What follows belongs to an exercise in optimizing a design on an open flow for small area; a production flow would make more cautious choices.
Function was checked by simulation only, so behaviour that the tests miss may differ from the original.
Power and IR drop assume default switching activity.

==> try-delta <==
Design rcl57_scan_engine, start of the top module:
module rcl57_scan_engine (
    input  wire        clk,
    input  wire        rst,           
    input  wire        tick,          
    input  wire        host_we,       
    input  wire [7:0]  host_addr,
    input  wire [7:0]  host_wdata,
    output reg  [7:0]  host_rdata,    
    input  wire [4:0]  col_in,        
    output reg  [7:0]  seg_en,        
    output wire [15:0] drv_sr,        
    output wire [15:0] drv_out,       
    output reg         ddl,           
    output wire        trate          
);
export LEC_CHECK = 0
export CAP_MARGIN = 20
export CORE_MARGIN = 2
export CORE_UTILIZATION = 60
export PLACE_DENSITY = 0.7
export SLEW_MARGIN = 20
create_clock -name core_clock -period 10.0 [get_ports {clk}]
standard.sh (not shown) runs the stock make flow with config.mk's settings and CLKGATE_MAP_FILE= SYNTH_SCRIPT=/design/flow/synth_recipe.tcl, a recipe that flattens the netlist after the stock synthesis.
==> flow/flow/run.sh <==
#!/bin/bash
# Own flow: the standard layout (standard.sh, ORFS from synthesis to the final layout),
# with one change: Yosys's technology mapping runs ABC with an area-oriented script
# (flow/abc.script) instead of ORFS's. Everything else, registers and their names included,
# is the standard synthesis: ORFS's synth.tcl under synth_recipe.tcl.
# The ports get buf_1 buffers, and the clock tree is built of clkbuf_8 without dummy loads.
set -euo pipefail
W=$(pwd)
[[ -f "$W/standard.sh" && -f "$W/synth_recipe.tcl" ]]

# ORFS's synth.tcl with only its abc script replaced
sed 's|^  log_cmd abc {\*}\$abc_args$|  log_cmd abc {*}[lreplace $abc_args 1 1 $::env(OWN_ABC_SCRIPT)]|' \
    "$FLOW_HOME/scripts/synth.tcl" > "$W/own_synth_core.tcl"
grep -q 'OWN_ABC_SCRIPT' "$W/own_synth_core.tcl"
# The standard flow's synthesis script, sourcing that copy
sed 's|^source \$::env(SCRIPTS_DIR)/synth.tcl$|source $::env(OWN_SYNTH_CORE)|' \
    "$W/synth_recipe.tcl" > "$W/own_synth.tcl"
grep -q 'OWN_SYNTH_CORE' "$W/own_synth.tcl"

export OWN_ABC_SCRIPT="$W/flow/abc.script"
export OWN_SYNTH_CORE="$W/own_synth_core.tcl"
bash "$W/standard.sh" SYNTH_SCRIPT="$W/own_synth.tcl" \
    "BUFFER_PORTS_ARGS=-buffer_cell sky130_fd_sc_hd__buf_1" \
    "CTS_ARGS=-sink_clustering_enable -repair_clock_nets -buf_list sky130_fd_sc_hd__clkbuf_8 -sink_clustering_size 15 -sink_clustering_max_diameter 50 -dont_use_dummy_load" \
    finish > "$W/standard_flow.log" 2>&1
==> flow/flow/abc.script <==
strash
&get -n
&deepsyn -T 200
&put
dch
map -a
topo
==> inputs of try-onyx, as changes to try-delta <==
--- a/flow/design.v
+++ b/flow/design.v
@@ -28,25 +28,16 @@
     localparam [31:0] GT7 = 32'h406DEF7C;
     localparam [31:0] CT0 = 32'h405056AA;
     localparam [31:0] CT1 = 32'h206898CC;
     localparam [31:0] CT2 = 32'h6072E0F0;
     localparam [31:0] CT3 = 32'h60630300;
     localparam [31:0] CT4 = 32'h001C03FF;
     localparam [31:0] CT5 = 32'hFFE82BFF;
     localparam [31:0] CT6 = 32'h007FFC00;
-    function [7:0] glyph;
-        input [7:0] c;
-        begin
-            glyph = {GT7[c[4:0]], GT6[c[4:0]], GT5[c[4:0]], GT4[c[4:0]],
-                     GT3[c[4:0]], GT2[c[4:0]], GT1[c[4:0]], GT0[c[4:0]]};
-            if (c[7:5] != 3'd0)
-                glyph = 8'h00;
-        end
-    endfunction
     function [7:0] code_to_char;
         input [7:0] c;
         begin
             code_to_char = {1'b0, CT6[c[4:0]], CT5[c[4:0]], CT4[c[4:0]],
                             CT3[c[4:0]], CT2[c[4:0]], CT1[c[4:0]], CT0[c[4:0]]};
             if (c[7:5] != 3'd0)
                 code_to_char = 8'h20;
         end
@@ -96,17 +87,17 @@
         end
     endfunction
     reg  [7:0]  dbuf [0:15];
     reg  [2:0]  mbuf [0:11];    
     reg  [1:0]  seq;
     reg         single;        
     reg  [2:0]  seg_idx;
     reg  [1:0]  ph_tick;
-    reg  [7:0]  sd_glyph;
+    reg  [4:0]  sd_code;       
     reg  [39:0] raw;
     reg  [2:0]  sc_seg;
     reg  [2:0]  sc_col;        
     reg  [15:0] result;
     reg         st_cfg;
     reg  [1:0]  errcode;
     reg  [2:0]  pm;
     reg  [15:0] idle_cnt;
@@ -135,49 +126,62 @@
             seg_en = (8'd1 << seg_idx) >> 1;
         else
             seg_en = 8'h00;
     end
     wire [3:0] h_op  = host_wdata[7:4];
     wire [2:0] h_s   = host_wdata[2:0];
     wire       s0    = (h_s == 3'd0);
     wire       imm0  = (cmd_imm == 8'd0);
-    wire [7:0] h_gl  = glyph(cmd_imm);
+    wire [4:0] h_code = (cmd_imm[7:5] != 3'd0) ? 5'd31 : cmd_imm[4:0];
+    reg  [2:0]  seg_s;
+    reg  [31:0] seg_col;
+    always @* begin
+        if (host_we)
+            seg_s = h_s;
+        else if (seq == SEQ_SETTLE)
+            seg_s = seg_idx + 3'd1;
+        else if (seq == SEQ_LATCH)
+            seg_s = seg_idx;
+        else
+            seg_s = pend_pay[2:0];
+    end
+    wire [4:0] u_code = host_we ? h_code : sd_code;
+    wire       u_lit  = seg_col[u_code] | ((u_code == 5'd29) & (seg_s == 3'd0)) |
+                        ((u_code == 5'd30) & (seg_s == 3'd7));
     reg        h_legal;
     reg  [2:0] h_cls;
     reg  [7:0] h_tbl;
     always @* begin
         h_legal = 1'b0;
         h_cls   = C_IMM;
         h_tbl   = {5'd0, h_s};
         case (h_op)
-            4'h1: begin h_legal = 1'b1;        h_tbl = {7'd0, h_gl[h_s]}; end
+            4'h1: begin h_legal = 1'b1;        h_tbl = {7'd0, u_lit}; end
             4'h2: begin h_legal = s0;          h_tbl = {3'd0, char_to_code(cmd_imm)}; end
             4'h3: begin h_legal = s0;          h_tbl = code_to_char(cmd_imm); end
             4'h4: begin h_legal = imm0;        h_cls = C_DIGSEG; end
             4'h5: begin h_legal = imm0;        h_cls = C_OUTSEG; end
             4'h6: begin
                 h_legal = (cmd_imm[7:5] == 3'd0);
                 h_tbl   = (lowcol(cmd_imm[4:0]) == 3'd0) ? 8'h00 :
                           {({1'b0, h_s} + 4'd1), 1'b0, lowcol(cmd_imm[4:0])};
             end
             4'h7: begin h_legal = s0 & imm0;   h_cls = C_SCAN; end
-            4'h8: begin h_legal = s0;          h_cls = C_SCAN1; h_tbl = h_gl; end
+            4'h8: begin h_legal = s0;          h_cls = C_SCAN1; h_tbl = {3'd0, h_code}; end
             4'h9: begin h_legal = s0 & imm0;   h_cls = C_PSAVE; end
             4'hA: begin h_legal = s0 & imm0;   h_cls = C_IDLEINC; end
             4'hB: begin h_legal = s0 & imm0;   h_cls = C_IDLECLR; end
             default: ;
         endcase
         if (host_wdata[3])
             h_legal = 1'b0;
     end
-    reg  [2:0]  seg_s;
     reg  [11:0] lit;
     integer i;
-    reg  [31:0] seg_col;
     always @* begin
         case (seg_s)
             3'd0: seg_col = 32'd0;
             3'd1: seg_col = GT1;
             3'd2: seg_col = GT2;
             3'd3: seg_col = GT3;
             3'd4: seg_col = GT4;
             3'd5: seg_col = GT5;
@@ -193,17 +197,17 @@
             word[15 - i] = lit[i];
         if (seg_s == 3'd0) word[15] = 1'b0;
         if (seg_s == 3'd4) word[4]  = 1'b0;
     end
     reg  [1:0]  n_seq;
     reg         n_single;
     reg  [2:0]  n_seg_idx;
     reg  [1:0]  n_ph_tick;
-    reg  [7:0]  n_sd_glyph;
+    reg  [4:0]  n_sd_code;
     reg         raw_we;
     reg  [2:0]  n_sc_seg, n_sc_col;
     reg  [15:0] n_result;
     reg         n_st_cfg;
     reg  [1:0]  n_errcode;
     reg  [2:0]  n_pm;
     reg  [15:0] n_idle_cnt;
     reg  [3:0]  n_pcnt;
@@ -219,17 +223,17 @@
     reg  [7:0]  r;
     reg         cfg;
     wire tk = tick & ~host_we;
     always @* begin
         n_seq        = seq;
         n_single     = single;
         n_seg_idx    = seg_idx;
         n_ph_tick    = ph_tick;
-        n_sd_glyph   = sd_glyph;
+        n_sd_code    = sd_code;
         raw_we       = 1'b0;
         n_sc_seg     = sc_seg;
         n_sc_col     = sc_col;
         n_result     = result;
         n_st_cfg     = st_cfg;
         n_errcode    = errcode;
         n_pm         = pm;
         n_idle_cnt   = idle_cnt;
@@ -239,17 +243,16 @@
         n_pend_pay   = pend_pay;
         n_sr         = sr_q;
         n_out        = out_q;
         n_ddl        = ddl;
         do_exec = 1'b0;
         cmd_end = 1'b0;
         x_cls   = host_we ? h_cls : pend_cls;
         x_pay   = host_we ? h_tbl : pend_pay;
-        seg_s   = host_we ? h_s : (seq == SEQ_SETTLE) ? seg_idx + 3'd1 : pend_pay[2:0];
         col     = lowcol(col_in);
         cfg     = (raw[4:0] == 5'b10001);
         r       = cfg ? 8'hFF :
                   (sc_col == 3'd0) ? 8'h00 : {({1'b0, sc_seg} + 4'd1), 1'b0, sc_col};
         if (host_we) begin
             if (host_addr == 8'h21) begin
                 if (!h_legal) begin
                     n_errcode = 2'd1;
@@ -273,17 +276,17 @@
                     n_pm   = PM_DEBOUNCE;
                     n_pcnt = 4'd0;
                 end else begin
                     n_pcnt = pcnt + 4'd1;
                     if (pcnt == 4'd9) begin
                         n_pm       = PM_PS_BLINK;
                         n_pcnt     = 4'd0;
                         n_single   = 1'b1;
-                        n_sd_glyph = 8'h01;
+                        n_sd_code  = 5'd29;
                         n_seg_idx  = 3'd0;
                         n_sc_col   = 3'd0;
                         n_seq      = SEQ_LATCH;
                     end
                 end
             end else if (ps_deb) begin
                 n_pcnt = pcnt + 4'd1;
                 if (col == 3'd0 || pcnt == 4'd5) begin
@@ -291,17 +294,17 @@
                     n_pm       = PM_ACTIVE;
                     n_idle_cnt = 16'd0;
                     n_result   = 16'd0;
                 end
             end else begin
                 case (seq)
                     SEQ_LATCH: begin
                         n_out     = sr_q;
-                        n_ddl     = single & sd_glyph[seg_idx];
+                        n_ddl     = single & u_lit;
                         n_ph_tick = 2'd1;
                         n_seq     = SEQ_SETTLE;
                     end
                     SEQ_SETTLE: begin
                         if (ph_tick != 2'd3) begin
                             n_ph_tick = ph_tick + 2'd1;
                         end else begin
                             raw_we = 1'b1;
@@ -359,17 +362,17 @@
                     n_single  = 1'b0;
                     n_seg_idx = 3'd0;
                     n_sc_col  = 3'd0;
                     n_sr      = word;
                     n_seq     = SEQ_LATCH;
                 end
                 C_SCAN1: begin
                     n_single   = 1'b1;
-                    n_sd_glyph = x_pay;
+                    n_sd_code  = x_pay[4:0];
                     n_seg_idx  = 3'd0;
                     n_sc_col   = 3'd0;
                     n_ddl      = 1'b0;
                     n_sr       = 12'd0;
                     n_seq      = SEQ_LATCH;
                 end
                 C_PSAVE: begin
                     n_pm   = PM_PS_POLL;
@@ -409,17 +412,17 @@
         if (rst || (host_we && host_addr == 8'h20))
             cmd_imm <= host_wdata & {8{~rst}};
         if (rst || (host_we && host_addr == 8'h21))
             cmd_op <= host_wdata & {8{~rst}};
     end
     always @(posedge clk) begin
         single   <= n_single;
         ph_tick  <= n_ph_tick;
-        sd_glyph <= n_sd_glyph;
+        sd_code  <= n_sd_code;
         sc_seg   <= n_sc_seg;
         sc_col   <= n_sc_col;
         pcnt     <= n_pcnt;
         pend_cls <= n_pend_cls;
         pend_pay <= n_pend_pay;
     end
     always @(posedge clk) begin
         if (rst) begin
==> flow/config.mk (replaced) <==
export PLATFORM = sky130hd
export DESIGN_NAME = rcl57_scan_engine
export DESIGN_NICKNAME = rcl57_scan_engine
export VERILOG_FILES = /design/flow/design.v
export SDC_FILE = /design/flow/constraint.sdc
export NUM_CORES = 4
export LEC_CHECK = 0
export CAP_MARGIN = 5
export CORE_MARGIN = 2
export CORE_UTILIZATION = 50
export GPL_TIMING_DRIVEN = 0
export PLACE_DENSITY = 0.6
export SLEW_MARGIN = 5
==> qor summary <==
metric                                                 try-delta                         try-onyx
Number of filler cells placed in the layout                 2478                             3167
Simple-gate area share of the yosys netlist                0.167                            0.164
Highest Signal Layer                                        met5                             met4
Fin crit period                                          7.19 ns                         10.15 ns
Run status                                        finished clean                  failed layout checks
Violated checks                                                -  capacitance limit, setup timing
PostCTS Resize Cnt                                             0                                3
Std-Cell Core Area                                  0.0296 sq mm                     0.0346 sq mm
Critical hold path startpoint                             st_cfg                          pcnt[3]
Max Fclk                                                 139 MHz                         98.5 MHz
Power per cell area                                  132 mW/mm^2                      135 mW/mm^2
Post-Synth Adder-Cell Area                                0.0154                           0.0156
Total number of vias                                       19158                            17879
Non-clock buffer contribution to total cell area          0.0316                           0.0253
Min Hold Slack                                          0.464 ns                         0.492 ns
Endpoint, Worst Hold                                      st_cfg                          pcnt[3]
Clock-net power                                         0.762 mW                         0.817 mW
Power in combinational cells                            0.316 mW                         0.296 mW

re-timing with driven ports:
In the flow no input, the clock included, has a driving cell. The finished layouts below were timed again as built, in two steps.
Step 1 sets driving cells, clkbuf_16 on the clock port and buf_2 on the other inputs (assumed; they add their load-dependent delay and slew).
Step 2, shift: input delay + t, output delay - t, t = (earliest + latest rising clock arrival at the registers) / 2. This alone moves slack from input paths to output paths.
Three values: ideal ports, drivers, drivers and shift; two values: the first two.
run	t, ns	slack for setup (ns)	worst register clock-pin slew, ns
try-delta	0.587	2.815 / 2.843 / 2.256	0.10 / 0.10
try-onyx	0.662	-0.148 / -0.131 / -0.793	0.09 / 0.09
The setup slack of try-onyx, which loses most, moves by +0.017 ns with the drivers and by -0.645 ns with both steps.
